This is an optimization exercise on Yosys and OpenROAD, whose aim is small area, a short achievable clock period and few clock cycles, not a production implementation. The RTL was checked by simulation tests, not by an equivalence proof against the original design. No activity file was given, so power comes from the tool's default toggle rates.

File: flow/flow/run.sh
#!/bin/bash
set -euo pipefail
export SETUP_SLACK_MARGIN=6
export BUFFER_PORTS_ARGS="-buffer_cell sky130_fd_sc_hd__buf_1"
echo 'export DONT_USE_CELLS += sky130_fd_sc_hd__ha_1 sky130_fd_sc_hd__ha_2 sky130_fd_sc_hd__ha_4 sky130_fd_sc_hd__fa_1 sky130_fd_sc_hd__fa_2 sky130_fd_sc_hd__fa_4' >> config.mk
echo 'export SKIP_REPAIR_TIE_FANOUT = 1' >> config.mk
bash standard.sh > flow_make.log 2>&1
File: flow/standard.sh
#!/bin/bash
# synth_recipe.tcl (not shown) runs the flow's synth.tcl, then flattens the netlist and writes it again
# the make line also repeats each setting of config.mk as NAME=value (left out here)
make -C /OpenROAD-flow-scripts/flow DESIGN_CONFIG=/design/flow/config.mk WORK_HOME=/design/flow/orfs CLKGATE_MAP_FILE= SYNTH_SCRIPT=/design/flow/synth_recipe.tcl "${@:-finish}"
File: flow/config.mk
export PLATFORM = sky130hd
export DESIGN_NAME = scc_core
export DESIGN_NICKNAME = scc_core
export VERILOG_FILES = /design/flow/design.v
export SDC_FILE = /design/flow/constraint.sdc
export NUM_CORES = 4
export LEC_CHECK = 0
export CAP_MARGIN = 20
export CORE_MARGIN = 2
export CORE_UTILIZATION = 55
export CTS_BUF_LIST = sky130_fd_sc_hd__clkbuf_4 sky130_fd_sc_hd__clkbuf_8
export CTS_CLUSTER_DIAMETER = 100
export CTS_CLUSTER_SIZE = 30
export SLEW_MARGIN = 20
export DONT_USE_CELLS += sky130_fd_sc_hd__ha_1 sky130_fd_sc_hd__ha_2 sky130_fd_sc_hd__ha_4 sky130_fd_sc_hd__fa_1 sky130_fd_sc_hd__fa_2 sky130_fd_sc_hd__fa_4
export SKIP_REPAIR_TIE_FANOUT = 1
File: flow/constraint.sdc
create_clock -name core_clock -period 10.0 [get_ports {clk}]
set_input_delay 2.0000 -clock core_clock [delete_from_list [all_inputs] [get_ports {clk}]]
set_output_delay 2.0000 -clock core_clock [all_outputs]
set_load 0.01 [all_outputs]
File: flow/design.v
module scc_core (
    input  wire        clk,
    input  wire        rst,
    input  wire        cmd_valid,
    output wire        cmd_ready,
    input  wire [63:0] cmd_word,
    output wire        rsp_valid,
    input  wire        rsp_ready,
    output wire [63:0] rsp_word,
    output wire        prim_valid,
    output wire [3:0]  prim_kind,
    output wire [15:0] prim_addr,
    output wire [31:0] prim_arg,
    input  wire        prim_ack,
    input  wire        prim_fail,
    input  wire [7:0]  prim_rdata,
    output wire [1:0]  st_pst,
    output wire        st_strm,
    output wire        st_inited,
    output wire [2:0]  st_gpio_lvl,
    output wire [2:0]  st_gpio_dir,
    output wire        st_clk_en,
    output wire [31:0] st_clk_hz,
    output wire [3:0]  st_rail_en
);
    localparam [31:0] MCLK_HZ = 32'd24000000;
    localparam [3:0] P_BUSWRITE  = 4'd0;
    localparam [3:0] P_BUSREAD   = 4'd1;
    localparam [3:0] P_GPIODIR   = 4'd2;
    localparam [3:0] P_GPIOWRITE = 4'd3;
    localparam [3:0] P_CLKFREQ   = 4'd4;
    localparam [3:0] P_CLKEN     = 4'd5;
    localparam [3:0] P_RAILEN    = 4'd6;
    localparam [3:0] P_SLEEP     = 4'd7;
    localparam [3:0] P_SCOPEACQ  = 4'd8;
    localparam [3:0] P_SCOPEREL  = 4'd9;
    localparam [3:0] C_INIT = 4'd0, C_STBYON = 4'd1, C_STBYOFF = 4'd2, C_PON = 4'd3,
                     C_POFF = 4'd4, C_EXP = 4'd5, C_EXPG = 4'd6, C_GAIN = 4'd7,
                     C_SEL = 4'd8, C_STRM = 4'd12;
    reg        idle_q;      
    reg        run_q;       
    reg        rsp_q;       
    reg        abt_q;       
    reg [4:0]  upc;         
    reg [3:0]  cls;         
    reg [15:0] t;           
    reg [8:0]  gt;          
    reg        glo;         
    reg        ghi;         
    reg [7:0]  cr;          
    reg        gsel;        
    reg [3:0]  pk;          
    reg [15:0] pa;
    reg [7:0]  pg;          
    reg [4:0]  pc;          
    reg [7:0]  rs;          
    reg        rv;          
    reg        rshow_lo;    
    reg        rshow_hi;    
    reg        rpclk;       
    reg        gpend;       
    reg        inited;
    reg        strm;
    reg        soff;        
    reg [1:0]  pst;
    reg        mode_valid;
    reg [1:0]  mode_idx;
    reg [15:0] exp_r;
    reg [8:0]  gain_r;
    reg [2:0]  gpio_lvl;
    reg [2:0]  gpio_dir;
    reg        clk_en;
    reg        clk_hz_on;   
    reg [3:0]  rail_en;
    function automatic ge16(input [15:0] x, input [15:0] c);
        integer i;
        reg r;
        begin
            r = 1'b1;
            for (i = 0; i < 16; i = i + 1)
                r = c[i] ? (x[i] & r) : (x[i] | r);
            ge16 = r;
        end
    endfunction
    function automatic [15:0] mode_field16(input [1:0] i, input [3:0] k);
        begin
            mode_field16 = 16'd0;
            case (k)
                4'd0: case (i) 2'd0: mode_field16 = 16'd2592; 2'd1: mode_field16 = 16'd1920;
                               default: mode_field16 = 16'd1280; endcase
                4'd1: case (i) 2'd0: mode_field16 = 16'd1944; 2'd1: mode_field16 = 16'd1080;
                               2'd2: mode_field16 = 16'd960; default: mode_field16 = 16'd720; endcase
                4'd2: mode_field16 = (i == 2'd1) ? 16'd336 : 16'd0;
                4'd3: mode_field16 = (i == 2'd1) ? 16'd432 : 16'd0;
                4'd4: case (i) 2'd0: mode_field16 = 16'd4000; 2'd1: mode_field16 = 16'd3560;
                               default: mode_field16 = 16'd3000; endcase
                4'd5: case (i) 2'd0: mode_field16 = 16'd4037; 2'd1: mode_field16 = 16'd2607;
                               2'd2: mode_field16 = 16'd2000; default: mode_field16 = 16'd1500; endcase
                4'd6: mode_field16 = 16'hF180;     
                4'd7: mode_field16 = 16'd0;
                4'd8: mode_field16 = i[1] ? 16'd2 : 16'd1;
                4'd9: mode_field16 = 16'd1;
                4'd10: case (i) 2'd0: mode_field16 = 16'd4033; 2'd1: mode_field16 = 16'd2603;
                                2'd2: mode_field16 = 16'd1996; default: mode_field16 = 16'd1496; endcase
                4'd11: mode_field16 = 16'd16;
                4'd12: mode_field16 = 16'd159;
                4'd13: mode_field16 = {14'd0, i};
                default: mode_field16 = 16'd0;
            endcase
        end
    endfunction
    function automatic [7:0] gcode_rom(input [7:0] g);
        begin
            case (g)
                8'd17: gcode_rom = 8'd8;
                8'd18: gcode_rom = 8'd10;
                8'd19: gcode_rom = 8'd12;
                8'd20: gcode_rom = 8'd12;
                8'd21: gcode_rom = 8'd14;
                8'd22: gcode_rom = 8'd24;
                8'd23: gcode_rom = 8'd27;
                8'd24: gcode_rom = 8'd33;
                8'd25: gcode_rom = 8'd38;
                8'd26: gcode_rom = 8'd42;
                8'd27: gcode_rom = 8'd46;
                8'd28: gcode_rom = 8'd49;
                8'd29: gcode_rom = 8'd49;
                8'd30: gcode_rom = 8'd52;
                8'd31: gcode_rom = 8'd54;
                8'd32: gcode_rom = 8'd56;
                8'd33: gcode_rom = 8'd61;
                8'd34: gcode_rom = 8'd66;
                8'd35: gcode_rom = 8'd66;
                8'd36: gcode_rom = 8'd70;
                8'd37: gcode_rom = 8'd74;
                8'd38: gcode_rom = 8'd74;
                8'd39: gcode_rom = 8'd76;
                8'd40: gcode_rom = 8'd76;
                8'd41: gcode_rom = 8'd80;
                8'd42: gcode_rom = 8'd83;
                8'd43: gcode_rom = 8'd83;
                8'd44: gcode_rom = 8'd86;
                8'd45: gcode_rom = 8'd89;
                8'd46: gcode_rom = 8'd89;
                8'd47: gcode_rom = 8'd94;
                8'd48: gcode_rom = 8'd94;
                8'd49: gcode_rom = 8'd97;
                8'd50: gcode_rom = 8'd100;
                8'd51: gcode_rom = 8'd100;
                8'd52: gcode_rom = 8'd106;
                8'd53: gcode_rom = 8'd106;
                8'd54: gcode_rom = 8'd106;
                8'd55: gcode_rom = 8'd109;
                8'd56: gcode_rom = 8'd109;
                8'd57: gcode_rom = 8'd109;
                8'd58: gcode_rom = 8'd115;
                8'd59: gcode_rom = 8'd115;
                8'd60: gcode_rom = 8'd115;
                8'd61: gcode_rom = 8'd115;
                8'd62: gcode_rom = 8'd118;
                8'd63: gcode_rom = 8'd118;
                8'd64: gcode_rom = 8'd118;
                8'd65: gcode_rom = 8'd124;
                8'd66: gcode_rom = 8'd124;
                8'd67: gcode_rom = 8'd124;
                8'd68: gcode_rom = 8'd130;
                8'd69: gcode_rom = 8'd130;
                8'd70: gcode_rom = 8'd130;
                8'd71: gcode_rom = 8'd136;
                8'd72: gcode_rom = 8'd136;
                8'd73: gcode_rom = 8'd136;
                8'd74: gcode_rom = 8'd142;
                8'd75: gcode_rom = 8'd142;
                8'd76: gcode_rom = 8'd142;
                8'd77: gcode_rom = 8'd147;
                8'd78: gcode_rom = 8'd147;
                8'd79: gcode_rom = 8'd147;
                8'd80: gcode_rom = 8'd147;
                8'd81: gcode_rom = 8'd149;
                8'd82: gcode_rom = 8'd149;
                8'd83: gcode_rom = 8'd149;
                8'd84: gcode_rom = 8'd154;
                8'd85: gcode_rom = 8'd154;
                8'd86: gcode_rom = 8'd154;
                8'd87: gcode_rom = 8'd154;
                8'd88: gcode_rom = 8'd160;
                8'd89: gcode_rom = 8'd160;
                8'd90: gcode_rom = 8'd160;
                8'd91: gcode_rom = 8'd160;
                8'd92: gcode_rom = 8'd160;
                8'd93: gcode_rom = 8'd162;
                8'd94: gcode_rom = 8'd162;
                8'd95: gcode_rom = 8'd162;
                8'd96: gcode_rom = 8'd162;
                8'd97: gcode_rom = 8'd162;
                8'd98: gcode_rom = 8'd168;
                8'd99: gcode_rom = 8'd168;
                8'd100: gcode_rom = 8'd168;
                8'd101: gcode_rom = 8'd168;
                8'd102: gcode_rom = 8'd168;
                8'd103: gcode_rom = 8'd172;
                8'd104: gcode_rom = 8'd172;
                8'd105: gcode_rom = 8'd172;
                8'd106: gcode_rom = 8'd172;
                8'd107: gcode_rom = 8'd178;
                8'd108: gcode_rom = 8'd178;
                8'd109: gcode_rom = 8'd178;
                8'd110: gcode_rom = 8'd178;
                8'd111: gcode_rom = 8'd178;
                8'd112: gcode_rom = 8'd180;
                8'd113: gcode_rom = 8'd180;
                8'd114: gcode_rom = 8'd180;
                8'd115: gcode_rom = 8'd180;
                8'd116: gcode_rom = 8'd180;
                8'd117: gcode_rom = 8'd180;
                8'd118: gcode_rom = 8'd184;
                8'd119: gcode_rom = 8'd184;
                8'd120: gcode_rom = 8'd184;
                8'd121: gcode_rom = 8'd184;
                8'd122: gcode_rom = 8'd188;
                8'd123: gcode_rom = 8'd188;
                8'd124: gcode_rom = 8'd188;
                8'd125: gcode_rom = 8'd188;
                8'd126: gcode_rom = 8'd188;
                8'd127: gcode_rom = 8'd193;
                8'd128: gcode_rom = 8'd193;
                8'd129: gcode_rom = 8'd193;
                8'd130: gcode_rom = 8'd193;
                8'd131: gcode_rom = 8'd193;
                8'd132: gcode_rom = 8'd195;
                8'd133: gcode_rom = 8'd195;
                8'd134: gcode_rom = 8'd195;
                8'd135: gcode_rom = 8'd195;
                8'd136: gcode_rom = 8'd195;
                8'd137: gcode_rom = 8'd199;
                8'd138: gcode_rom = 8'd199;
                8'd139: gcode_rom = 8'd199;
                8'd140: gcode_rom = 8'd199;
                8'd141: gcode_rom = 8'd228;
                8'd142: gcode_rom = 8'd228;
                8'd143: gcode_rom = 8'd228;
                8'd144: gcode_rom = 8'd228;
                8'd145: gcode_rom = 8'd228;
                8'd146: gcode_rom = 8'd228;
                8'd147: gcode_rom = 8'd228;
                8'd148: gcode_rom = 8'd228;
                8'd149: gcode_rom = 8'd228;
                8'd150: gcode_rom = 8'd228;
                8'd151: gcode_rom = 8'd229;
                8'd152: gcode_rom = 8'd229;
                8'd153: gcode_rom = 8'd229;
                8'd154: gcode_rom = 8'd229;
                8'd155: gcode_rom = 8'd229;
                8'd156: gcode_rom = 8'd229;
                8'd157: gcode_rom = 8'd229;
                8'd158: gcode_rom = 8'd229;
                8'd159: gcode_rom = 8'd229;
                8'd160: gcode_rom = 8'd229;
                8'd161: gcode_rom = 8'd234;
                8'd162: gcode_rom = 8'd234;
                8'd163: gcode_rom = 8'd234;
                8'd164: gcode_rom = 8'd234;
                8'd165: gcode_rom = 8'd234;
                8'd166: gcode_rom = 8'd234;
                8'd167: gcode_rom = 8'd234;
                8'd168: gcode_rom = 8'd234;
                8'd169: gcode_rom = 8'd234;
                default: gcode_rom = 8'h01;    
            endcase
        end
    endfunction
    localparam [4:0] K_1000 = 5'b00001, K_10000 = 5'b00010, K_20000 = 5'b00100,
                     K_30000 = 5'b01000, K_MCLK = 5'b10000;
    function automatic [31:0] arg_of(input [4:0] f);
        begin
            arg_of = (f[0] ? 32'd1000 : 32'd0) | (f[1] ? 32'd10000 : 32'd0) |
                     (f[2] ? 32'd20000 : 32'd0) | (f[3] ? 32'd30000 : 32'd0) |
                     (f[4] ? MCLK_HZ : 32'd0);
        end
    endfunction
    function automatic [32:0] prim_at(input [3:0] c, input [4:0] k, input [1:0] pm,
                                      input [15:0] s, input [15:0] f);
        reg [3:0]  pk_;
        reg [15:0] pa_;
        reg [7:0]  pg_;
        reg [4:0]  pc_;
        begin
            pk_ = P_SCOPEREL;
            pa_ = 16'd0;
            pg_ = 8'd0;
            pc_ = 5'd0;
            case (c)
                C_INIT: begin
                    pk_ = P_BUSREAD;
                    pa_ = k[0] ? 16'h2001 : 16'h2000;
                end
                C_STBYON: case (k[1:0])
                    2'd0: pk_ = P_SCOPEACQ;
                    2'd1: begin pk_ = P_GPIOWRITE; pa_ = 16'd1; end
                    2'd2: pk_ = P_CLKEN;
                    default: pk_ = P_SCOPEREL;
                endcase
                C_STBYOFF: case (k[2:0])
                    3'd0: pk_ = P_SCOPEACQ;
                    3'd1: begin pk_ = P_CLKFREQ; pc_ = K_MCLK; end
                    3'd2: begin pk_ = P_CLKEN;   pg_ = 8'd1; end
                    3'd3: begin pk_ = P_SLEEP;   pc_ = K_20000; pg_ = 8'h20; end
                    3'd4: pk_ = P_SCOPEREL;
                    default: begin pk_ = P_GPIOWRITE; pa_ = 16'd1; pg_ = 8'd1; end
                endcase
                C_PON: case (k)
                    5'd0:  pk_ = P_SCOPEACQ;
                    5'd1:  begin pk_ = P_GPIODIR;   pa_ = 16'd0; pg_ = 8'd1; end
                    5'd2:  begin pk_ = P_GPIODIR;   pa_ = 16'd1; pg_ = 8'd1; end
                    5'd3:  begin pk_ = P_GPIOWRITE; pa_ = 16'd0; end
                    5'd4:  begin pk_ = P_GPIOWRITE; pa_ = 16'd1; end
                    5'd5:  begin pk_ = P_SLEEP;     pc_ = K_1000; pg_ = 8'hE8; end
                    5'd6:  begin pk_ = P_CLKFREQ;   pc_ = K_MCLK; end
                    5'd7:  begin pk_ = P_CLKEN;     pg_ = 8'd1; end
                    5'd8:  begin pk_ = P_SLEEP;     pc_ = K_10000; pg_ = 8'h10; end
                    5'd9:  begin pk_ = P_GPIOWRITE; pa_ = 16'd2; pg_ = 8'd1; end
                    5'd10: begin pk_ = P_RAILEN;    pa_ = 16'd0; pg_ = 8'd1; end
                    5'd11: begin pk_ = P_RAILEN;    pa_ = 16'd1; pg_ = 8'd1; end
                    5'd12: begin pk_ = P_RAILEN;    pa_ = 16'd2; pg_ = 8'd1; end
                    5'd13: begin pk_ = P_RAILEN;    pa_ = 16'd3; pg_ = 8'd1; end
                    5'd14: begin pk_ = P_SLEEP;     pc_ = K_10000; pg_ = 8'h10; end
                    5'd15: begin pk_ = P_GPIOWRITE; pa_ = 16'd0; pg_ = 8'd1; end
                    5'd16: begin pk_ = P_GPIOWRITE; pa_ = 16'd1; pg_ = 8'd1; end
                    5'd17: begin pk_ = P_SLEEP;     pc_ = K_30000; pg_ = 8'h30; end
                    default: pk_ = P_SCOPEREL;
                endcase
                C_POFF: case (k[3:0])
                    4'd0:  pk_ = P_SCOPEACQ;
                    4'd1:  pk_ = P_CLKEN;
                    4'd2:  begin pk_ = P_GPIOWRITE; pa_ = 16'd2; end
                    4'd3:  begin pk_ = P_RAILEN;    pa_ = 16'd3; end
                    4'd4:  begin pk_ = P_RAILEN;    pa_ = 16'd2; end
                    4'd5:  begin pk_ = P_RAILEN;    pa_ = 16'd1; end
                    4'd6:  begin pk_ = P_RAILEN;    pa_ = 16'd0; end
                    4'd7:  begin pk_ = P_SLEEP;     pc_ = K_10000; pg_ = 8'h10; end
                    4'd8:  begin pk_ = P_GPIOWRITE; pa_ = 16'd0; end
                    4'd9:  begin pk_ = P_GPIOWRITE; pa_ = 16'd1; end
                    4'd10: begin pk_ = P_GPIODIR;   pa_ = 16'd0; end
                    4'd11: begin pk_ = P_GPIODIR;   pa_ = 16'd1; end
                    default: pk_ = P_SCOPEREL;
                endcase
                C_SEL, C_SEL + 4'd1, C_SEL + 4'd2, C_SEL + 4'd3,
                C_STRM, C_STRM + 4'd1, C_STRM + 4'd2, C_STRM + 4'd3: begin
                    pk_ = P_BUSWRITE;
                    case (k[1:0])
                        2'd0: begin pa_ = 16'h3000; pg_ = 8'h01; end
                        2'd1: begin pa_ = 16'h3100; pg_ = 8'h02; end
                        2'd2: begin
                            pa_ = 16'h3200;
                            case (pm)
                                2'd0: pg_ = 8'h0F;
                                2'd1: pg_ = 8'h07;
                                default: pg_ = 8'h03;
                            endcase
                        end
                        default: begin
                            if (pm[0]) begin pa_ = 16'h3201; pg_ = 8'h80; end
                            else       begin pa_ = 16'h3300; pg_ = 8'h55; end
                        end
                    endcase
                end
                default: begin   
                    pk_ = P_BUSWRITE;
                    if (c == C_GAIN || k[2]) begin
                        pa_ = 16'h1004;    
                    end else begin
                        case (k[1:0])
                            2'd0: begin pa_ = 16'h1000; pg_ = s[7:0]; end
                            2'd1: begin pa_ = 16'h1001; pg_ = s[15:8]; end
                            2'd2: begin pa_ = 16'h1002; pg_ = f[7:0]; end
                            default: begin pa_ = 16'h1003; pg_ = f[15:8]; end
                        endcase
                    end
                end
            endcase
            prim_at = {pk_, pa_, pg_, pc_};
        end
    endfunction
    wire [7:0]  op = cmd_word[63:56];
    wire [27:0] ca = cmd_word[55:28];
    wire [27:0] cb = cmd_word[27:0];
    wire [2:0]  tg = cb[2:0];
    wire op01 = (op == 8'h01), op02 = (op == 8'h02), op03 = (op == 8'h03), op04 = (op == 8'h04);
    wire op05 = (op == 8'h05), op06 = (op == 8'h06), op07 = (op == 8'h07), op08 = (op == 8'h08);
    wire op09 = (op == 8'h09), op0a = (op == 8'h0A);
    wire a_zero  = (ca == 28'd0);
    wire b_zero  = (cb == 28'd0);
    wire b_hi0_1 = (cb[27:1] == 27'd0);
    wire b_hi0_3 = (cb[27:3] == 25'd0);
    wire b_hi0_4 = (cb[27:4] == 24'd0);
    wire b_hi0_8 = (cb[27:8] == 20'd0);
    wire b_hi0_9 = (cb[27:9] == 19'd0);
    wire legal = ((op01 | op08 | op09) & a_zero & b_zero)
               | (op02 & a_zero & b_hi0_3 & (~tg[2] | (tg[1:0] == 2'd0)))
               | op03 | op07
               | (op04 & a_zero & b_hi0_1)
               | (op05 & b_zero)
               | (op06 & a_zero)
               | (op0a & a_zero & b_hi0_4 & ~(cb[3] & cb[2] & cb[1]));
    wire gated = op03 | op04 | op05 | op06 | op07;
    wire ok    = legal & (inited | ~gated);    
    wire pwr_legal = (tg == 3'd1) ? (pst == 2'd2) :
                     (tg == 3'd2) ? (pst == 2'd1) :
                     (tg == 3'd3) ? (pst == 2'd0) :
                     (tg == 3'd4) ? (pst != 2'd0) : 1'b0;
    wire a_2592 = (ca == 28'd2592);
    wire a_1920 = (ca == 28'd1920);
    wire a_1280 = (ca == 28'd1280);
    wire m0 = a_2592 & (cb == 28'd1944);
    wire m1 = a_1920 & (cb == 28'd1080);
    wire m2 = a_1280 & (cb == 28'd960);
    wire m3 = a_1280 & (cb == 28'd720);
    wire look_ok = m0 | m1 | m2 | m3;
    wire [1:0] look_idx = {~ca[11] & ~ca[7], ca[7] | (~ca[11] & ~cb[8])};
    wire [15:0] shutter = ca[19:4] | {16{~(ca[27:20] == 8'd0)}};
    wire b_gt159 = ~b_hi0_8 | ge16({8'd0, cb[7:0]}, 16'd160);
    wire b_le169 = b_hi0_8 & ~ge16({8'd0, cb[7:0]}, 16'd170);
    wire [7:0] code_in = (op07 & b_gt159) ? 8'd229 : gcode_rom(cb[7:0]);
    wire str_on_run = cb[0] & ~strm & (pst == 2'd2) & mode_valid;
    wire go_run = ok & (op01 | (op02 & pwr_legal) | (op03 & look_ok) | (op04 & str_on_run)
                        | ((op05 | op07) & mode_valid) | (op06 & b_le169));
    reg [7:0] st_in;     
    always @(*) begin
        st_in = 8'h00;
        if (!legal) st_in = 8'hF0;
        else if (gated && !inited) st_in = 8'hE0;
        else if (op02 && !pwr_legal) st_in = 8'h21;
        else if (op03 && !look_ok) st_in = 8'h30;
        else if (op04 && cb[0] && !strm && pst != 2'd2) st_in = 8'h42;
        else if (op04 && cb[0] && !strm && !mode_valid) st_in = 8'h41;
        else if ((op05 || op07) && !mode_valid) st_in = 8'h51;
    end
    reg [3:0]  pk_in;
    reg [15:0] pa_in;
    reg [7:0]  pg_in;
    reg [3:0]  cls_in;
    always @(*) begin
        pk_in  = P_BUSWRITE;
        pa_in  = 16'd0;
        pg_in  = 8'd0;
        cls_in = C_INIT;
        if (op01) begin
            pk_in = P_BUSREAD; pa_in = 16'h2000;
        end else if (op02) begin
            pk_in = P_SCOPEACQ; cls_in = {1'b0, tg};
        end else if (op03) begin
            pa_in = 16'h3000; pg_in = 8'h01; cls_in = {2'b10, look_idx};
        end else if (op04) begin
            pa_in = 16'h3000; pg_in = 8'h01; cls_in = {2'b11, mode_idx};
        end else if (op06) begin
            pa_in = 16'h1004; cls_in = C_GAIN;    
        end else begin
            pa_in = 16'h1000; pg_in = shutter[7:0]; cls_in = op05 ? C_EXP : C_EXPG;
        end
    end
    wire        is_prog = cls[3];
    wire [1:0]  pm = cls[1:0];
    reg s_ge;    
    reg [15:0] vts_cur;
    always @(*) begin
        case (mode_idx)
            2'd0: begin s_ge = ge16(t, 16'd4034); vts_cur = 16'd4037; end
            2'd1: begin s_ge = ge16(t, 16'd2604); vts_cur = 16'd2607; end
            2'd2: begin s_ge = ge16(t, 16'd1997); vts_cur = 16'd2000; end
            default: begin s_ge = ge16(t, 16'd1497); vts_cur = 16'd1500; end
        endcase
    end
    reg [13:0] s_inc;    
    integer j;
    reg carry;
    always @(*) begin
        carry = 1'b1;
        for (j = 0; j < 14; j = j + 1) begin
            s_inc[j] = t[j + 2] ^ carry;
            carry    = carry & t[j + 2];
        end
    end
    wire [15:0] frame = s_ge ? {s_inc, t[1:0]} : vts_cur;
    wire [8:0] g_cl = glo ? 9'd16 : ghi ? ((cls == C_EXPG) ? 9'd159 : 9'd511) : gt;
    wire [4:0] upc_n = {upc[4] ^ (&upc[3:0]), upc[3] ^ (&upc[2:0]), upc[2] ^ (&upc[1:0]),
                        upc[1] ^ upc[0], ~upc[0]};
    wire [32:0] nxt = prim_at(cls, upc_n, pm, t, frame);
    wire nxt_gsel = (cls == C_EXPG) && (upc[1:0] == 2'd3);
    reg last;
    always @(*) begin
        if (is_prog)
            last = pm[1] ? (pm[0] ? (upc[1:0] == 2'd1) : (upc[1:0] == 2'd2)) : (upc[1:0] == 2'd3);
        else case (cls)
            C_INIT:    last = upc[0];
            C_STBYON:  last = (upc[1:0] == 2'd3);
            C_STBYOFF: last = (upc[2:0] == 3'd5);
            C_PON:     last = (upc == 5'd18);
            C_POFF:    last = (upc[3:0] == 4'd12);
            C_EXP:     last = (upc[1:0] == 2'd3);
            C_EXPG:    last = upc[2];
            default:   last = 1'b1;    
        endcase
    end
    wire fallible = (pk != P_SLEEP) && (pk != P_SCOPEACQ) && (pk != P_SCOPEREL);
    wire is_pwr   = (cls == C_STBYON) || (cls == C_STBYOFF) || (cls == C_PON) || (cls == C_POFF);
    wire scope_held = is_pwr && !(cls == C_STBYOFF && upc[2:0] == 3'd5);
    reg [7:0] st_fail;
    always @(*) begin
        if (is_prog) st_fail = cls[2] ? 8'h40 : 8'h31;
        else case (cls)
            C_INIT:  st_fail = 8'h11;
            C_EXP, C_EXPG, C_GAIN: st_fail = 8'h50;
            default: st_fail = 8'h20;
        endcase
    end
    wire id_ok = (prim_rdata == (upc[0] ? 8'h5A : 8'hA5));
    wire fail  = fallible & prim_fail;
    always @(posedge clk) begin
        if (idle_q) begin
            cls      <= cls_in;
            upc      <= 5'd0;
            pk       <= pk_in;
            pa       <= pa_in;
            pg       <= pg_in;
            pc       <= 5'd0;
            gt       <= cb[8:0];
            glo      <= b_hi0_4;
            ghi      <= op07 ? b_gt159 : ~b_hi0_9;
            cr       <= code_in;
            gsel     <= op06;
            rs       <= st_in;
            rv       <= legal & op0a & mode_valid;
            rshow_lo <= legal & (op08 | op09 | (op0a & mode_valid));
            rshow_hi <= legal & (op08 | op09 | (op0a & mode_valid));
            rpclk    <= legal & op0a & mode_valid & (cb[3:0] == 4'd6);
            gpend    <= ok & op06 & ~b_le169;
            t        <= op08 ? exp_r :
                        op09 ? {7'd0, gain_r} :
                        op0a ? mode_field16(mode_idx, cb[3:0]) : shutter;
        end else if (run_q) begin
            if (cls == C_INIT) t[7:0] <= prim_rdata;
            if (prim_ack) begin
                if (abt_q) ;
                else if (fail) begin
                    rs <= st_fail;
                    if (scope_held) begin
                        pk <= P_SCOPEREL;
                        pa <= 16'd0;
                        pg <= 8'd1;
                        pc <= 5'd0;
                    end
                end else begin
                    if (!last) begin
                        gsel <= nxt_gsel;
                        {pk, pa, pg, pc} <= nxt;
                    end
                    if (cls == C_INIT && !id_ok) begin
                        rs       <= 8'h10;
                        rshow_lo <= 1'b1;
                    end else if (last) begin
                        upc <= 5'd0;
                    end else begin
                        upc <= upc_n;
                    end
                end
            end
        end
        if (rst) begin
            idle_q     <= 1'b1;
            run_q      <= 1'b0;
            rsp_q      <= 1'b0;
            abt_q      <= 1'b0;
            soff       <= 1'b0;
            inited     <= 1'b0;
            strm       <= 1'b0;
            pst        <= 2'd0;
            mode_valid <= 1'b0;
            mode_idx   <= 2'd0;
            exp_r      <= 16'd0;
            gain_r     <= 9'd0;
            gpio_lvl   <= 3'd0;
            gpio_dir   <= 3'd0;
            clk_en     <= 1'b0;
            clk_hz_on  <= 1'b0;
            rail_en    <= 4'd0;
        end else if (idle_q) begin
            soff <= cmd_valid & ok & op04 & ~cb[0];
            if (cmd_valid) begin
                idle_q <= 1'b0;
                run_q  <= go_run;
                rsp_q  <= ~go_run;
            end
        end else if (run_q) begin
            if (prim_ack) begin
                if (abt_q) begin
                    abt_q <= 1'b0;
                    run_q <= 1'b0;
                    rsp_q <= 1'b1;
                end else if (fail) begin
                    if (cls == C_INIT) inited <= 1'b0;
                    if (is_pwr) begin
                        pst  <= 2'd3;
                        strm <= 1'b0;
                    end
                    if (scope_held) abt_q <= 1'b1;
                    else begin
                        run_q <= 1'b0;
                        rsp_q <= 1'b1;
                    end
                end else begin
                    case (pk)
                        P_GPIODIR:   gpio_dir[pa[1:0]] <= pg[0];
                        P_GPIOWRITE: gpio_lvl[pa[1:0]] <= pg[0];
                        P_CLKFREQ:   clk_hz_on <= 1'b1;
                        P_CLKEN:     clk_en <= pg[0];
                        P_RAILEN:    rail_en[pa[1:0]] <= pg[0];
                        default: ;
                    endcase
                    if ((cls == C_EXP || cls == C_EXPG) && upc == 5'd3)
                        exp_r <= t;
                    if (cls == C_INIT && !id_ok) begin
                        inited <= 1'b0;
                        run_q  <= 1'b0;
                        rsp_q  <= 1'b1;
                    end else if (last) begin
                        run_q <= 1'b0;
                        rsp_q <= 1'b1;
                        if (is_prog) begin
                            mode_idx   <= pm;
                            mode_valid <= 1'b1;
                            if (cls[2]) strm <= 1'b1;
                        end else case (cls)
                            C_INIT: begin
                                mode_valid <= 1'b0;
                                mode_idx   <= 2'd0;
                                exp_r      <= 16'd0;
                                gain_r     <= 9'd0;
                                strm       <= 1'b0;
                                inited     <= 1'b1;
                            end
                            C_STBYON: begin pst <= 2'd1; strm <= 1'b0; end
                            C_STBYOFF, C_PON: pst <= 2'd2;
                            C_POFF: begin pst <= 2'd0; strm <= 1'b0; end
                            C_EXPG, C_GAIN: gain_r <= g_cl;
                            default: ;
                        endcase
                    end
                end
            end
        end else if (rsp_q) begin
            soff <= 1'b0;
            if (soff) strm <= 1'b0;
            if (gpend) gain_r <= g_cl;
            if (rsp_ready) begin
                rsp_q  <= 1'b0;
                idle_q <= 1'b1;
            end
        end
    end
    assign cmd_ready   = idle_q;
    assign rsp_valid   = rsp_q;
    assign rsp_word    = {rs, rv, 7'd0, 11'd0, upc,
                          3'd0, rpclk, 4'd0, rpclk, 2'd0, rpclk, 3'd0, rpclk,
                          t[15:8] & {8{rshow_hi}}, t[7:0] & {8{rshow_lo}}};
    assign prim_valid  = run_q;
    assign prim_kind   = pk;
    assign prim_addr   = pa;
    assign prim_arg    = {arg_of(pc) >> 8, pg | (cr & {8{gsel}})};
    assign st_pst      = pst;
    assign st_strm     = strm & ~soff;
    assign st_inited   = inited;
    assign st_gpio_lvl = gpio_lvl;
    assign st_gpio_dir = gpio_dir;
    assign st_clk_en   = clk_en;
    assign st_clk_hz   = clk_hz_on ? MCLK_HZ : 32'd0;
    assign st_rail_en  = rail_en;
endmodule
==> results of run 1 <==
## worst register-to-register path, delay by kind of cell (launching register included)
family | cells | cell delay [ns]
AND/OR/NAND/NOR | 4 | 1.54
flip-flops | 1 | 0.86
AO/OA/AOI/OAI | 2 | 0.59
buffers and inverters | 2 | 0.44
## cells in the mapped netlist, types with 11 or more instances
| library cell | count | area, sq um |
|---|---|---|
| edfxtp_1 | 70 | 2100 |
| buf_2 | 12 | 60.1 |
| and2_1 | 21 | 131 |
| nand3_1 | 47 | 235 |
| a21o_1 | 14 | 105 |
| o31ai_1 | 11 | 82.6 |
| o21ai_0 | 122 | 611 |
| o211ai_1 | 13 | 97.6 |
| buf_4 | 98 | 736 |
| a31oi_1 | 21 | 131 |
| nor4_1 | 26 | 163 |
| or2_2 | 13 | 81.3 |
| nand2b_1 | 12 | 75.1 |
| dfxtp_1 | 59 | 1180 |
| nor2_1 | 131 | 492 |
| nand4_1 | 17 | 106 |
| clkbuf_1 | 63 | 236 |
| o22ai_1 | 19 | 119 |
| nor3_1 | 39 | 195 |
| inv_1 | 26 | 97.6 |
| nor2b_1 | 16 | 100 |
| o221ai_1 | 11 | 96.3 |
| nand2_1 | 154 | 578 |
| a21oi_1 | 122 | 611 |
| buf_1 | 18 | 67.6 |
## per-layer routing
layer,vias up,track usage,routed length [um]
li1,5064,-,-
met1,5313,0.493,15300
met5,-,0,0
met2,702,0.549,16800
met4,0,0.162,1560
met3,106,0.0474,3490
## layout make-up
| class | instances | area [sq um] | share of cell area |
|---|---|---|---|
| Tap cell | 234 | 293 | 0.0263 |
| Multi-Input combinational cell | 1025 | 6070 | 0.546 |
| Sequential cell | 129 | 3290 | 0.295 |
| Clock inverter | 14 | 179 | 0.0161 |
| Timing Repair Buffer | 195 | 942 | 0.0847 |
| Clock buffer | 18 | 241 | 0.0217 |
| Inverter | 29 | 113 | 0.0101 |
## kinds of logic (layout without fill, tap and decap cells)
| logic type | Yosys count | in the layout | share of synthesized area |
|---|---|---|---|
| simple gates | 542 | 542 | 0.258 |
| compound gates | 452 | 452 | 0.279 |
| buf+inv | 225 | 256 | 0.121 |
| flops | 129 | 129 | 0.313 |
| xor+xnor | 17 | 17 | 0.0142 |
| mux | 13 | 13 | 0.0128 |
| other cells | 1 | 1 | 0.000358 |
## placed cells by master, fill, tap and decap left out, types with 11 or more instances in the layout
cell,count
o21ai_0,120
clkbuf_8,18
buf_4,17
o211ai_1,13
o22ai_1,19
a21o_1,14
a31oi_1,20
inv_1,25
nand2_1,153
edfxtp_1,70
nand2b_1,11
a21oi_1,120
and2_1,21
nor2b_1,15
nor3_1,39
nor4_1,23
dfxtp_1,58
o221ai_1,11
nor2_1,128
o31ai_1,11
or2_2,13
nand4_1,17
buf_1,161
nand3_1,47
## metrics by stage
stage	worst slack, ns	utilization
global placement	5.24	0.556
floorplan	5.97	-
global route	5.98	0.595
detailed placement	5.20	0.556
CTS	5.94	0.581
finish	6.01	0.595
## timing repair
action                     4_1_cts  5_1_grt
pin swaps                        1        7
gates cloned                     0        2
buffers inserted                 1        7
resized for setup               15       30
setup endpoints to repair       63       79
## path summary, 6_finish.rpt
| kind | endpoint | cells past startpoint | slack [ns] | start |
|---|---|---|---|---|
| hold reg to reg | gpio_dir[2]$_SDFFE_PP0P_ | 2 | 0.45 | gpio_dir[2]$_SDFFE_PP0P_ |
| setup reg to reg | pg[2]$_DFFE_PP_ | 8 | 6.32 | cls[1]$_SDFFCE_PP0P_ |
| setup / recovery | rsp_q$_SDFFE_PP0P_ | 8 | 6.01 | cmd_word[35] |
| hold / removal | gpio_dir[2]$_SDFFE_PP0P_ | 2 | 0.45 | gpio_dir[2]$_SDFFE_PP0P_ |
## sequential cells by signal (all words and copies together) (netlist names), 2 cells and up
signal    count
cls           4
cr            8
exp_r        16
gain_r        9
gpio_dir      3
gpio_lvl      3
gt            9
mode_idx      2
pa            7
pc            5
pg            8
pk            4
pst           2
rail_en       4
rs            6
t            16
upc           5
## power by group
part           leakage, nW  switching, mW  internal, mW
Clock                0.216          0.246         0.254
Sequential            1.15         0.0304         0.587
Combinational         2.31          0.180        0.0827
==> results by group, run 1 <==
Timing
  • Setup TNS Final: 0 ns
  • Period utilization: 0.399
  • Worst Tran Pin Value: 1.05 ns
  • Hold WS: between 0.4 and 0.5 ns
  • Final hold vios: 0
  • Slew Viols, Final: 0
  • Max Clk Rate: 251 MHz
  • Relative slew margins: 0.294
  • Clock skew: 0.0151 ns
  • Final setup fails: 0
  • RSZ-0062 raised after global routing: yes
  • Tmin final: 3.99 ns

Critical path
  • Crit-path cells: clkbuf_2, or4_4, or4_4, a2111oi_4, o211ai_1, a32oi_2, a2bb2oi_2, o41ai_1
  • Worst Path Arrival: between 4 and 5 ns
  • Worst path bufs/invs: 1
  • Crit Path Max Fanout: 6
  • Worst path required time: approximately 10 ns
  • Most frequent CP cell: or4_4
  • Crit path max-delay family: compound AO/OA/AOI/OAI gates
  • CP endpoint kind: flop
  • Slowest stage cell, crit path: or4_4
  • Startpoint Class: primary input
  • Setup Crit Path Kind: primary input to flop
  • CP peak stage delay: around 0.52 ns

Floorplanning
  • Area of the core: between 15000 and 20000 sq um
  • Chip Height: 142 um
  • I/O pin cnt: 244
  • FP Rows: 50
  • Die area: between 20000 and 25000 sq um
  • Initial core utilization: 0.560
  • Die width: 142 um

Layout
  • Layout cells sized above 1: 0.0894
  • Filler Cell Count: 1805
  • Final Cell Area: ~11000 sq um
  • ANT cells: 0
  • Final Non-Filler Cells: 1644
  • Area grow syn2layout: 6.21%
  • Nets: 1475

Detailed routing
  • DRC: 0
  • Drt first-iter violations: 1352
  • DR vias/cell: roughly 6.8
  • TritonRoute pass-1 iters: 6
  • Antenna-violating nets left: 0
  • Via count: 11200
  • WL/cell: approximately 23 um
  • Final wirelength: 37.2 mm

Logic synthesis
  • YS warnings: 1
  • Ys async rst share: 0
  • Post-synth net total: 1457
  • Count of cell types in the netlist: 100
  • Post-Syn Instances: 1379
  • Mean Syn Cell Area: 7.60 sq um
  • Top_reg_cell synth: edfxtp_1
  • EDFF count, synth: 70
  • Post-Syn Area: 10500 sq um
  • Seq/Total Area, Yosys: 0.313
  • Register bit total from synthesis: about 130

Global routing
  • Initial antenna violation count: 0
  • Global-route wire length before repair: 55.7 mm
  • Total gr overflow: 0
  • Largest net degree at the start of global routing: 75
  • Total GRT Usage: 0.354
  • Vias in the first global route: slightly below 10000

Run
  • Max_cap viols: 0

Clocking
  • Sink Count: 129
  • Post-cts hold buffer count: 0
  • Clock tree buffer depth: 2
  • Later-pin clock latency in the skew report: 0.46 ns
  • CTS clk-pin slew, worst paths: 0.08 ns
  • Root Driver: clkbuf_8
  • CTS Buf Count: 17
  • CTS tree: yes
  • H-tree levels: 4

Pwr
  • Tot Pwr: 1.38 mW
  • Worst IR Drop VDD: 0.103 mV
  • Pwr Density: 124 nW/um^2
  • P_leak: 3.67 nW

Min path
  • Min-delay worst type: flop to flop

Place
  • GPL Wtd Cong: 0.980
  • Placed Area: 10400 sq um
  • Port bufs: 169
  • Inst Count DP: 1602
  • Post-DP HPWL: 26.1 mm

Outcome
  • Outcome: complete, no violations
Testbench counts, summed over its fixed seeds: cycles 21,737.
==> inputs of run 2 (changes only) <==
==> flow/flow/run.sh (replaced) <==
#!/bin/bash
set -euo pipefail
export SETUP_SLACK_MARGIN=6.5
export BUFFER_PORTS_ARGS="-buffer_cell sky130_fd_sc_hd__buf_1"
echo 'export DONT_USE_CELLS += sky130_fd_sc_hd__ha_1 sky130_fd_sc_hd__ha_2 sky130_fd_sc_hd__ha_4 sky130_fd_sc_hd__fa_1 sky130_fd_sc_hd__fa_2 sky130_fd_sc_hd__fa_4' >> config.mk
echo 'export SKIP_REPAIR_TIE_FANOUT = 1' >> config.mk
bash standard.sh > flow_make.log 2>&1
--- a/flow/config.mk
+++ b/flow/config.mk
@@ -10,6 +10,4 @@
 export CORE_UTILIZATION = 55
 export CTS_BUF_LIST = sky130_fd_sc_hd__clkbuf_4 sky130_fd_sc_hd__clkbuf_8
-export CTS_CLUSTER_DIAMETER = 100
-export CTS_CLUSTER_SIZE = 30
 export SLEW_MARGIN = 20
 export DONT_USE_CELLS += sky130_fd_sc_hd__ha_1 sky130_fd_sc_hd__ha_2 sky130_fd_sc_hd__ha_4 sky130_fd_sc_hd__fa_1 sky130_fd_sc_hd__fa_2 sky130_fd_sc_hd__fa_4
==> run 2 against run 1 <==
Effect of this change: final cell count grew 3.8%; count of clock-buffer cells in the layout grew 2; synthesized area is the same; sequential cell count is the same; non-clock buffer count grew 60; still clean; first-iteration DRC count grew 18%; sequential share of layout area shrank 3.0 points; die area is the same; largest power group unchanged; critical path depth grew 1; clock skew shrank 0.0038 ns; highest routed layer unchanged; critical endpoint is now rs[4]$_DFFE_PP_.
==> results by group, run 2 <==
Detailed routing
  • Highest routed layer: met4 (unchanged)
  • DR vias/cell: 6.91 (was 6.80)
  • Metal1 wirelength: 15.4 mm (was 15.3 mm)
  • Via count: 11800 (was 11200)
  • WL met2: 18.1 mm (was 16.8 mm)
  • TritonRoute pass-1 iters: 8 (was 6)
  • DRC: 0 (unchanged)
  • Drt first-iter violations: 1596 (was 1352)
  • WL/cell: 23.7 um (was 22.6 um)
  • Final wirelength: 40.4 mm (was 37.2 mm)
  • Antenna-violating nets left: 0 (unchanged)
  • Metal3 WL: 4.67 mm (was 3.49 mm)

Timing
  • Relative slew margins: 0.294 (about the same)
  • Max Clk Rate: 262 MHz (was 251 MHz)
  • Period utilization: 0.382 (was 0.399)
  • Clock skew: 0.0113 ns (was 0.0151 ns)
  • Setup TNS Final: 0 ns (unchanged)
  • RSZ-0062 raised after global routing: yes (unchanged)
  • Slew Viols, Final: 0 (unchanged)
  • Tmin final: 3.82 ns (was 3.99 ns)
  • Final setup fails: 0 (unchanged)
  • Worst Tran Pin Value: 1.05 ns (about the same)
  • Final hold vios: 0 (unchanged)

Logic synthesis
  • Ys async rst share: 0 (unchanged)
  • Count of cell types in the netlist: 100 (unchanged)
  • YS warnings: 1 (unchanged)
  • Most common cell in the synthesized netlist: nand2_1 (unchanged)
  • Post-Syn Instances: 1379 (unchanged)
  • Cells taking the most area after synthesis: edfxtp_1, dfxtp_1, buf_4 (unchanged)
  • Seq/Total Area, Yosys: 0.313 (unchanged)
  • Top_reg_cell synth: edfxtp_1 (unchanged)
  • Register bit total from synthesis: 129 (unchanged)
  • Post-synth net total: 1457 (unchanged)
  • Mean Syn Cell Area: 7.60 sq um (unchanged)
  • EDFF count, synth: 70 (unchanged)
  • Area leader, netlist: edfxtp_1 (unchanged)
  • Synth top area share: 0.201 (unchanged)
  • Synth top cells by count: nand2_1, nor2_1, a21oi_1, o21ai_0, buf_4 (unchanged)
  • Post-Syn Area: 10500 sq um (unchanged)

Clocking
  • CTS Buf Count: 17 (unchanged)
  • H-tree levels: 4 (unchanged)
  • CTS tree: yes (unchanged)
  • Later-pin clock latency in the skew report: 0.46 ns (about the same)
  • CTS clk-pin slew, worst paths: 0.08 ns (about the same)
  • Sink Count: 129 (unchanged)
  • Post-cts hold buffer count: 0 (unchanged)
  • Root Driver: clkbuf_8 (unchanged)
  • Clock tree buffer depth: 2 (unchanged)

Global routing
  • Vias in the first global route: 10200 (was 9677)
  • Initial antenna violation count: 0 (unchanged)
  • Total gr overflow: 0 (unchanged)
  • Global-route wire length before repair: 59.3 mm (was 55.7 mm)
  • Largest net degree at the start of global routing: 75 (unchanged)
  • Total GRT Usage: 0.379 (was 0.354)

Critical path
  • Crit Path Max Fanout: 2 (was 6)
  • Worst path required time: 10.16 ns (was 10.33 ns)
  • CP peak stage delay: 0.50 ns (was 0.52 ns)
  • Crit-path cells: buf_12, or4_1, or4_4, a2111oi_4, buf_4, o21ai_1, nand2_1, a221o_1, a31oi_1 (was clkbuf_2, or4_4, or4_4, a2111oi_4, o211ai_1, a32oi_2, a2bb2oi_2, o41ai_1)
  • Setup Crit Path Kind: primary input to flop (unchanged)
  • CP endpoint kind: flop (unchanged)
  • Worst Path Arrival: 3.99 ns (was 4.32 ns)
  • Startpoint Class: primary input (unchanged)
  • Slowest stage cell, crit path: or4_1 (was or4_4)

Layout
  • Sequential Area: 3300 sq um (was 3290 sq um)
  • Final Cell Area: 12400 sq um (was 11100 sq um)
  • Nets: 1537 (was 1475)
  • Most frequent cells in the layout: buf_1, nand2_1, nor2_1 (unchanged)
  • Post-layout util: 0.664 (was 0.595)
  • Biggest regs: exp_r x16, t x16 (unchanged)
  • Area of the multi-input gates: 6660 sq um (was 6070 sq um)
  • Most common cell after layout, fill and taps aside: buf_1 (unchanged)
  • Filler Cell Count: 1650 (was 1805)
  • Layout cells sized above 1: 0.196 (was 0.0894)
  • ANT cells: 0 (unchanged)
  • Area grow syn2layout: 18.6% (was 6.21%)

Floorplanning
  • I/O pin cnt: 244 (unchanged)
  • Area of the core: 18700 sq um (unchanged)
  • FP Rows: 50 (unchanged)
  • Die area: 20200 sq um (unchanged)
  • Chip Height: 142 um (unchanged)
  • Initial core utilization: 0.560 (unchanged)
  • Die width: 142 um (unchanged)

Pwr
  • Worst IR Drop VDD: 0.0898 mV (was 0.103 mV)
  • Clock share of power: 0.322 (was 0.362)
  • Seq pwr share: 0.450 (was 0.448)
  • Internal power: 0.907 mW (was 0.924 mW)
  • Comb power frac: 0.228 (was 0.190)
  • Pwr Density: 111 nW/um^2 (was 124 nW/um^2)
  • Sw Pwr: 0.470 mW (was 0.456 mW)
  • P_leak: 4.18 nW (was 3.67 nW)
  • Switching part of the total: 0.341 (was 0.331)
  • Tot Pwr: 1.38 mW (about the same)

Run
  • Max_cap viols: 0 (unchanged)

Place
  • Port bufs: 169 (unchanged)
  • GPL Wtd Cong: 0.956 (was 0.980)
  • Placed Area: 10500 sq um (was 10400 sq um)
  • Post-DP HPWL: 26.6 mm (was 26.1 mm)

Outcome
  • Outcome: complete, no violations (unchanged)

Min path
  • Min-delay worst type: flop to flop (unchanged)
run 2: cell counts after synthesis:
No cell type changed its count.
run 2: final timing paths:
| kind | from | endpoint | slack, ns | cells after the start |
|---|---|---|---|---|
| min reg2reg | rail_en[2]$_SDFFE_PP0P_ | rail_en[2]$_SDFFE_PP0P_ | 0.46 | 2 |
| max | cmd_word[38] | rs[4]$_DFFE_PP_ | 6.18 | 9 |
| max reg2reg | mode_idx[0]$_SDFFE_PP0P_ | pg[1]$_DFFE_PP_ | 6.67 | 7 |
| min | rail_en[2]$_SDFFE_PP0P_ | rail_en[2]$_SDFFE_PP0P_ | 0.46 | 2 |
run 2: critical path, delay by kind of cell:
| kind | cells | cell delay [ns] |
|---|---|---|
| compound gates | 4 | 0.63 |
| buf+inv | 2 | 0.26 |
| simple gates | 3 | 1.09 |
run 2: cell type report:
| cell class | instances | area share |
|---|---|---|
| Multi-Input combinational cell | 1027 | 0.536 |
| Clock inverter | 12 | 0.00846 |
| Clock buffer | 20 | 0.0212 |
| Sequential cell | 129 | 0.265 |
| Timing Repair Buffer | 255 | 0.135 |
| Inverter | 29 | 0.0106 |
| Tap cell | 234 | 0.0236 |
run 2: power by group through the flow:
stage	sequential [mW]	clock (mW)	combinational, mW
after detailed placement	0.631	0	0.245
after CTS	0.618	0.445	0.277
final	0.619	0.444	0.314
after floorplan	0.618	0	0.192
after global placement	0.631	0	0.245
after global routing	0.622	0.467	0.331
run 2: repair_timing:
item / 4_1_cts / 5_1_grt
endpoints found under the setup margin: 95 / 109
gates resized for setup: 119 / 106
buffers inserted: 39 / 25
cloned: 6 / 3
pin swaps: 35 / 37
run 2: per-layer routing:
layer | GRT usage | vias to the layer above
li1 | - | 5200
met1 | 0.507 | 5473
met2 | 0.595 | 915
met3 | 0.0690 | 204
met4 | 0.177 | 0
met5 | 0 | -
run 2: kinds of logic after synthesis:
logic type | after synthesis | synth area share
compound gates | 452 | 0.279
xor+xnor | 17 | 0.0142
buf+inv | 225 | 0.121
flops | 129 | 0.313
mux | 13 | 0.0128
other cells | 1 | 0.000358
simple gates | 542 | 0.258
run 2: stage by stage:
stage / hold WS (ns) / cells / worst slack, ns
2_1_floorplan: 0.432 / 1379 / 5.98
3_5_place_dp: 0.443 / 1601 / 5.13
3_3_place_gp: 0.440 / 1601 / 5.15
5_1_grt: 0.469 / 1706 / 6.12
4_1_cts: 0.454 / 1678 / 6.17
6_report: 0.456 / 1706 / 6.18
==> inputs of run 3 (changes only) <==
==> flow/flow/run.sh (replaced) <==
#!/bin/bash
set -euo pipefail
export SETUP_SLACK_MARGIN=6
export BUFFER_PORTS_ARGS="-buffer_cell sky130_fd_sc_hd__buf_1"
echo 'export DONT_USE_CELLS += sky130_fd_sc_hd__ha_1 sky130_fd_sc_hd__ha_2 sky130_fd_sc_hd__ha_4 sky130_fd_sc_hd__fa_1 sky130_fd_sc_hd__fa_2 sky130_fd_sc_hd__fa_4' >> config.mk
echo 'export SKIP_REPAIR_TIE_FANOUT = 1' >> config.mk
bash standard.sh > flow_make.log 2>&1
--- a/flow/config.mk
+++ b/flow/config.mk
@@ -6,4 +6,5 @@
 export NUM_CORES = 4
 export LEC_CHECK = 0
+export ABC_AREA = 1
 export CAP_MARGIN = 20
 export CORE_MARGIN = 2
==> run 3 against run 2 <==
Effect of this change: routed wire length down 7.5%; clock skew rose by 0.0043 ns; still clean; maximum frequency grew 0.18%; critical path depth grew 3; combinational power fell by 19%.
==> results by group, run 3 <==
Pwr
  • Pwr Density: 127 nW/um^2 (was 111 nW/um^2)
  • Comb power frac: 0.185 (was 0.228)
  • Seq pwr share: 0.452 (was 0.450)
  • Tot Pwr: 1.37 mW (was 1.38 mW)
  • Sw Pwr: 0.459 mW (was 0.470 mW)
  • P_leak: 4.63 nW (was 4.18 nW)
  • Worst IR Drop VDD: 0.0891 mV (was 0.0898 mV)
  • Switching part of the total: 0.335 (was 0.341)
  • Internal power: 0.909 mW (was 0.907 mW)
  • Clock share of power: 0.364 (was 0.322)

Clocking
  • Post-cts hold buffer count: 0 (unchanged)
  • CTS clk-pin slew, worst paths: 0.09 ns (was 0.08 ns)
  • Clock tree buffer depth: 2 (unchanged)
  • H-tree levels: 4 (unchanged)
  • Later-pin clock latency in the skew report: 0.47 ns (was 0.46 ns)
  • Root Driver: clkbuf_8 (unchanged)
  • CTS tree: yes (unchanged)
  • Sink Count: 129 (unchanged)
  • CTS Buf Count: 17 (unchanged)

Place
  • Inst Count DP: 1836 (was 1601)
  • Pre-CTS WS: 5.46 ns (was 5.13 ns)
  • Port bufs: 169 (unchanged)
  • GPL Wtd Cong: 1.02 (was 0.956)
  • Post-DP HPWL: 29.0 mm (was 26.6 mm)

Critical path
  • Startpoint Class: primary input (unchanged)
  • CP peak stage delay: 0.45 ns (was 0.50 ns)
  • Worst Path Arrival: 4.03 ns (was 3.99 ns)
  • Most frequent CP cell: nand2_1
  • Worst path bufs/invs: 2 (unchanged)
  • Crit-path cells: buf_1, clkinv_1, nor2_1, nand4_1, nor3_1, nand3b_1, nand2_1, nand2_1, nand2_1, nand2_1, a21oi_1, a21oi_1 (was buf_12, or4_1, or4_4, a2111oi_4, buf_4, o21ai_1, nand2_1, a221o_1, a31oi_1)
  • Worst path required time: 10.21 ns (was 10.16 ns)
  • Slowest stage cell, crit path: clkinv_1 (was or4_1)
  • Setup Crit Path Kind: primary input to flop (unchanged)
  • Crit Path Max Fanout: 12 (was 2)
  • Crit path max-delay family: buffers and inverters (was simple AND/OR/NAND/NOR gates)
  • CP endpoint kind: flop (unchanged)

Logic synthesis
  • EDFF count, synth: 70 (unchanged)
  • Cells taking the most area after synthesis: edfxtp_1, nand2_1, dfxtp_1 (was edfxtp_1, dfxtp_1, buf_4)
  • Post-synth net total: 1645 (was 1457)
  • Register bit total from synthesis: 129 (unchanged)
  • Post-Syn Instances: 1567 (was 1379)
  • YS warnings: 1 (unchanged)
  • Mean Syn Cell Area: 6.61 sq um (was 7.60 sq um)
  • Count of cell types in the netlist: 62 (was 100)
  • Post-Syn Area: 10400 sq um (was 10500 sq um)
  • Synth top area share: 0.203 (was 0.201)
  • Seq/Total Area, Yosys: 0.317 (was 0.313)
  • Top_reg_cell synth: edfxtp_1 (unchanged)
  • Area leader, netlist: edfxtp_1 (unchanged)
  • Most common cell in the synthesized netlist: nand2_1 (unchanged)
  • Ys async rst share: 0 (unchanged)
  • Synth top cells by count: nand2_1, nor2_1, inv_1 (was nand2_1, nor2_1, a21oi_1, o21ai_0, buf_4)

Global routing
  • Total GRT Usage: 0.371 (was 0.379)
  • Vias in the first global route: 10300 (was 10200)
  • Initial antenna violation count: 0 (unchanged)
  • Total gr overflow: 0 (unchanged)
  • Largest net degree at the start of global routing: 75 (unchanged)
  • Global-route wire length before repair: 57.1 mm (was 59.3 mm)

Detailed routing
  • DR vias/cell: 5.93 (was 6.91)
  • WL/cell: 20.0 um (was 23.7 um)
  • TritonRoute pass-1 iters: 8 (unchanged)
  • Final wirelength: 37.4 mm (was 40.4 mm)
  • Antenna-violating nets left: 0 (unchanged)
  • DRC: 0 (unchanged)
  • Via count: 11100 (was 11800)
  • Drt first-iter violations: 1176 (was 1596)

Outcome
  • Outcome: complete, no violations (unchanged)

Timing
  • Relative slew margins: 0.339 (was 0.294)
  • Max Clk Rate: 262 MHz (about the same)
  • Tmin final: 3.82 ns (about the same)
  • Period utilization: 0.382 (about the same)
  • Worst Tran Pin Value: 0.991 ns (was 1.05 ns)
  • Final setup fails: 0 (unchanged)
  • Clock skew: 0.0156 ns (was 0.0113 ns)
  • Final WS setup: 6.18 ns (about the same)
  • RSZ-0062 raised after global routing: no (was yes)
  • Setup TNS Final: 0 ns (unchanged)
  • Final hold vios: 0 (unchanged)
  • Slew Viols, Final: 0 (unchanged)

Floorplanning
  • I/O pin cnt: 244 (unchanged)
  • Die area: 19900 sq um (was 20200 sq um)
  • Area of the core: 18600 sq um (was 18700 sq um)
  • Chip Height: 141 um (was 142 um)
  • Die width: 141 um (was 142 um)
  • Initial core utilization: 0.557 (was 0.560)
  • FP Rows: 50 (unchanged)

Layout
  • Most frequent cells in the layout: nand2_1, nor2_1, inv_1 (was buf_1, nand2_1, nor2_1)
  • Nets: 1699 (was 1537)
  • Area of the multi-input gates: 5330 sq um (was 6660 sq um)
  • ANT cells: 0 (unchanged)
  • Filler Cell Count: 1926 (was 1650)
  • Layout cells sized above 1: 0.0845 (was 0.196)
  • Area grow syn2layout: 4.17% (was 18.6%)
  • Most common cell after layout, fill and taps aside: nand2_1 (was buf_1)
  • Sequential Area: 3280 sq um (was 3300 sq um)
  • Final Non-Filler Cells: 1868 (was 1706)
  • Biggest regs: exp_r x16, t x16 (unchanged)

Run
  • Max_cap viols: 0 (unchanged)

Min path
  • Min-delay worst type: flop to flop (unchanged)
run 3: cell types whose count changed after synthesis, moves of 17 or more:
cell and delta:
inv_2 +25, nand2_1 +189, o21ai_0 -17, inv_1 +153, nand3_1 +43, clkbuf_1 -44, nor2_1 +92, and2_1 -20
nor4_1 -20, buf_1 -18, a21oi_1 -31
run 3: worst register-to-register path: stages, from the launching register on:
cell     delay, ns
dfxtp_1       0.67
inv_1         0.38
nor2_2        0.42
inv_1         0.23
nand2_1       0.16
a21oi_1       0.08
nand2_1       0.07
nand2_1       0.07
nand2_1       0.19
nand2_2       0.20
nand3_1       0.15
nand3_1       0.08
nand3_1       0.11
nand2_1       0.10
nand2_1       0.16
nand2_1       0.08
run 3: final timing paths:
check                           start                  end  slack (ns)  depth (start not counted)
min               clk_en$_SDFFE_PP0P_  clk_en$_SDFFE_PP0P_        0.45                          2
max reg2reg  mode_idx[1]$_SDFFE_PP0P_      pg[1]$_DFFE_PP_        6.59                         15
max                       cmd_word[6]      rs[4]$_DFFE_PP_        6.18                         12
min reg2reg       clk_en$_SDFFE_PP0P_  clk_en$_SDFFE_PP0P_        0.45                          2
run 3: power groups by stage:
stage / registers [mW] / logic (mW) / clock network, mW
finish: 0.618 / 0.253 / 0.497
global route: 0.620 / 0.276 / 0.518
CTS: 0.616 / 0.246 / 0.498
detailed placement: 0.628 / 0.244 / 0
global placement: 0.628 / 0.245 / 0
floorplan: 0.619 / 0.189 / 0
run 3: kinds of logic (layout without fill, tap and decap cells):
family | after synthesis | count (layout) | share of synthesized area
buffers and inverters | 347 | 414 | 0.169
other | 1 | 1 | 0.000362
AOI/OAI and AO/OA | 295 | 295 | 0.166
xor gates and xnor gates | 3 | 3 | 0.00254
DFF | 129 | 129 | 0.317
and+or+nand+nor | 792 | 792 | 0.345
run 3: cell type report:
cell class | count | share of cell area
timing repair buffer | 172 | 0.0614
inverter | 210 | 0.0735
clock buffer | 18 | 0.0224
tap | 234 | 0.0271
clock inverter | 14 | 0.0166
multi-input combinational | 1091 | 0.494
sequential | 129 | 0.304
run 3: through the flow:
step           cell area [sq um]  hold slack, ns   util
6_report                   10800           0.449  0.581
5_1_grt                    10800           0.482  0.581
4_1_cts                    10800           0.453  0.580
3_5_place_dp               10400           0.440  0.557
3_3_place_gp               10400           0.435  0.557
2_1_floorplan              10400           0.450      -
run 3: routing by layer:
metal | vias to the layer above | GRT usage | wire (um)
li1 | 5201 | - | -
met1 | 5045 | 0.482 | 14800
met2 | 720 | 0.605 | 17300
met3 | 120 | 0.0727 | 3640
met4 | 0 | 0.161 | 1670
met5 | - | 0 | 0
run 3: timing repair:
action                     4_1_cts  5_1_grt
pin swaps                        0        0
setup endpoints to repair        3       15
cloned                           0        0
setup buffers                    0        0
gates resized for setup          1        6
hold endpoints to repair         0        0
==> inputs of run 4 (changes only) <==
--- a/flow/config.mk
+++ b/flow/config.mk
@@ -6,5 +6,4 @@
 export NUM_CORES = 4
 export LEC_CHECK = 0
-export ABC_AREA = 1
 export CAP_MARGIN = 20
 export CORE_MARGIN = 2
==> run 4 against run 3 <==
Effect of this change: register-to-register slack worse by 0.27 ns; clock power hardly changed; sequential cell count unchanged; global-route usage fell by 1.7 points; critical path type unchanged.
==> results by group, run 4 <==
Logic synthesis
  • EDFF count, synth: 70 (unchanged)
  • Register bit total from synthesis: 129 (unchanged)
  • Area leader, netlist: edfxtp_1 (unchanged)
  • Post-Syn Instances: 1379 (was 1567)
  • Most common cell in the synthesized netlist: nand2_1 (unchanged)
  • Seq/Total Area, Yosys: 0.313 (was 0.317)
  • Cells taking the most area after synthesis: edfxtp_1, dfxtp_1, buf_4 (was edfxtp_1, nand2_1, dfxtp_1)
  • YS warnings: 1 (unchanged)
  • Top_reg_cell synth: edfxtp_1 (unchanged)
  • Mean Syn Cell Area: 7.60 sq um (was 6.61 sq um)
  • Synth top cells by count: nand2_1, nor2_1, a21oi_1, o21ai_0, buf_4 (was nand2_1, nor2_1, inv_1)
  • Count of cell types in the netlist: 100 (was 62)
  • Post-synth net total: 1457 (was 1645)
  • Ys async rst share: 0 (unchanged)
  • Post-Syn Area: 10500 sq um (was 10400 sq um)
  • Synth top area share: 0.201 (was 0.203)

Critical path
  • R2R depth: 8 (was 15)
  • Crit path max-delay family: compound AO/OA/AOI/OAI gates (was buffers and inverters)
  • CP peak stage delay: 0.52 ns (was 0.45 ns)
  • Crit-path cells: clkbuf_2, or4_4, or4_4, a2111oi_4, o211ai_1, a32oi_2, a2bb2oi_2, o41ai_1 (was buf_1, clkinv_1, nor2_1, nand4_1, nor3_1, nand3b_1, nand2_1, nand2_1, nand2_1, nand2_1, a21oi_1, a21oi_1)
  • Crit Path Max Fanout: 6 (was 12)
  • Most frequent CP cell: or4_4 (was nand2_1)
  • CP endpoint kind: flop (unchanged)
  • Worst path required time: 10.33 ns (was 10.21 ns)
  • Startpoint Class: primary input (unchanged)
  • Reg2Reg Launch Point: cls[1]$_SDFFCE_PP0P_ (was mode_idx[1]$_SDFFE_PP0P_)
  • Setup Crit Path Kind: primary input to flop (unchanged)
  • Worst Path Arrival: 4.32 ns (was 4.03 ns)
  • Worst path bufs/invs: 1 (was 2)
  • Worst flop-to-flop path endpoint: pg[2]$_DFFE_PP_ (was pg[1]$_DFFE_PP_)
  • Slowest stage cell, crit path: or4_4 (was clkinv_1)
  • Register-to-register setup slack: 6.32 ns (was 6.59 ns)

Timing
  • Slew Viols, Final: 0 (unchanged)
  • Final setup fails: 0 (unchanged)
  • Worst Tran Pin Value: 1.05 ns (was 0.991 ns)
  • Period utilization: 0.399 (was 0.382)
  • Relative slew margins: 0.294 (was 0.339)
  • Setup TNS Final: 0 ns (unchanged)
  • RSZ-0062 raised after global routing: yes (was no)
  • Tmin final: 3.99 ns (was 3.82 ns)
  • Clock skew: 0.0151 ns (was 0.0156 ns)
  • Max Clk Rate: 251 MHz (was 262 MHz)
  • Final hold vios: 0 (unchanged)

Layout
  • Layout cells sized above 1: 0.0894 (was 0.0845)
  • Final Cell Area: 11100 sq um (was 10800 sq um)
  • Most common cell after layout, fill and taps aside: buf_1 (was nand2_1)
  • Area grow syn2layout: 6.21% (was 4.17%)
  • Most frequent cells in the layout: buf_1, nand2_1, nor2_1 (was nand2_1, nor2_1, inv_1)
  • ANT cells: 0 (unchanged)
  • Biggest regs: exp_r x16, t x16 (unchanged)
  • Nets: 1475 (was 1699)

Detailed routing
  • Final wirelength: 37.2 mm (was 37.4 mm)
  • Drt first-iter violations: 1352 (was 1176)
  • DR vias/cell: 6.80 (was 5.93)
  • DRC: 0 (unchanged)
  • Antenna-violating nets left: 0 (unchanged)
  • Via count: 11200 (was 11100)
  • WL/cell: 22.6 um (was 20.0 um)
  • TritonRoute pass-1 iters: 6 (was 8)

Clocking
  • H-tree levels: 4 (unchanged)
  • Sink Count: 129 (unchanged)
  • Root Driver: clkbuf_8 (unchanged)
  • CTS Buf Count: 17 (unchanged)
  • CTS clk-pin slew, worst paths: 0.08 ns (was 0.09 ns)
  • Clock tree buffer depth: 2 (unchanged)
  • Post-cts hold buffer count: 0 (unchanged)
  • CTS tree: yes (unchanged)
  • Later-pin clock latency in the skew report: 0.46 ns (was 0.47 ns)

Place
  • Placed Area: 10400 sq um (about the same)
  • Port bufs: 169 (unchanged)
  • GPL Wtd Cong: 0.980 (was 1.02)
  • Post-DP HPWL: 26.1 mm (was 29.0 mm)

Min path
  • Min-delay worst type: flop to flop (unchanged)
  • WHS Path Cells: 2 (unchanged)
  • Hold path startpoint: gpio_dir[2]$_SDFFE_PP0P_ (was clk_en$_SDFFE_PP0P_)
  • Min-Delay Endpoint: gpio_dir[2]$_SDFFE_PP0P_ (was clk_en$_SDFFE_PP0P_)

Floorplanning
  • Initial core utilization: 0.560 (was 0.557)
  • Die area: 20200 sq um (was 19900 sq um)
  • FP Rows: 50 (unchanged)
  • Die width: 142 um (was 141 um)
  • I/O pin cnt: 244 (unchanged)
  • Chip Height: 142 um (was 141 um)
  • Area of the core: 18700 sq um (was 18600 sq um)

Pwr
  • P_leak: 3.67 nW (was 4.63 nW)
  • Worst IR Drop VDD: 0.103 mV (was 0.0891 mV)
  • Pwr Density: 124 nW/um^2 (was 127 nW/um^2)

Run
  • Max_cap viols: 0 (unchanged)

Global routing
  • Vias in the first global route: 9677 (was 10300)
  • Largest net degree at the start of global routing: 75 (unchanged)
  • Total GRT Usage: 0.354 (was 0.371)
  • Total gr overflow: 0 (unchanged)
  • Initial antenna violation count: 0 (unchanged)
  • Global-route wire length before repair: 55.7 mm (was 57.1 mm)

Outcome
  • Outcome: complete, no violations (unchanged)
[run 4: changes by cell type in the layout (fill, tap and decap cells not counted), moves of 20 or more]
cell     delta
a21oi_1    +29
and2_1     +20
inv_1     -154
inv_2      -25
nand2_1   -190
nand3_1    -43
nor2_1     -95
[run 4: worst register-to-register path: cells and delay by family, from the launching register on]
kind,cells,cell delay [ns]
AND/OR/NAND/NOR,4,1.54
flip-flops,1,0.86
AO/OA/AOI/OAI,2,0.59
buffers and inverters,2,0.44
[run 4: timing repair]
action                                  4_1_cts  5_1_grt
buffers inserted                              1        7
gates resized for setup                      15       30
pin swaps                                     1        7
gates cloned                                  0        2
endpoints found under the hold margin         0        0
endpoints found under the setup margin       63       79
[run 4: final cells by class]
cell class                      count  area, sq um
Clock buffer                       18          241
Clock inverter                     14          179
Fill cell                        1805         7580
Inverter                           29          113
Multi-Input combinational cell   1025         6070
Sequential cell                   129         3290
Tap cell                          234          293
Timing Repair Buffer              195          942
[run 4: through the flow]
stage               worst slack (ns)  cells  total power, mW  utilization  hold slack [ns]
CTS                             5.94   1635             1.36        0.581            0.455
global placement                5.24   1602            0.870        0.556            0.439
finish                          6.01   1644             1.38        0.595            0.454
floorplan                       5.97   1379            0.806            -            0.432
global route                    5.98   1644             1.43        0.595            0.472
detailed placement              5.20   1602            0.870        0.556            0.446
[run 4: how the worst max path moves through the flow]
stage          slack (ns)  cells past startpoint                       to         start
4_1_cts              5.94                      8  rail_en[3]$_SDFFE_PP0P_      prim_ack
3_3_place_gp         5.24                      7          rs[5]$_DFFE_PP_   cmd_word[2]
5_1_grt              5.98                      8       rsp_q$_SDFFE_PP0P_  cmd_word[38]
3_5_place_dp         5.20                      7          rs[5]$_DFFE_PP_   cmd_word[2]
6_report             6.01                      8       rsp_q$_SDFFE_PP0P_  cmd_word[35]
2_1_floorplan        5.97                      6          rs[5]$_DFFE_PP_   cmd_word[1]
[run 4: cell families after synthesis]
family	share of synthesized area
AO/OA/AOI/OAI	0.279
XOR/XNOR	0.0142
buffers and inverters	0.121
flip-flops	0.313
multiplexers	0.0128
other	0.000358
AND/OR/NAND/NOR	0.258
[run 4: where the power goes]
group | switching [mW] | internal [mW]
clock network | 0.246 | 0.254
logic | 0.180 | 0.0827
registers | 0.0304 | 0.587
[run 4: routing by layer]
metal / global-route usage / part of all wire / vias to the layer above
li1: - / - / 5064
met1: 0.493 / 0.41 / 5313
met2: 0.549 / 0.45 / 702
met3: 0.0474 / 0.094 / 106
met4: 0.162 / 0.042 / 0
met5: 0 / 0 / -

Setup slack of run 4, layout unchanged: 6.011 ns with ideal ports, 6.020 ns with driving cells assumed (clock clkbuf_16, inputs buf_2), 5.526 ns with port delays also shifted by the 0.494 ns mid clock arrival.
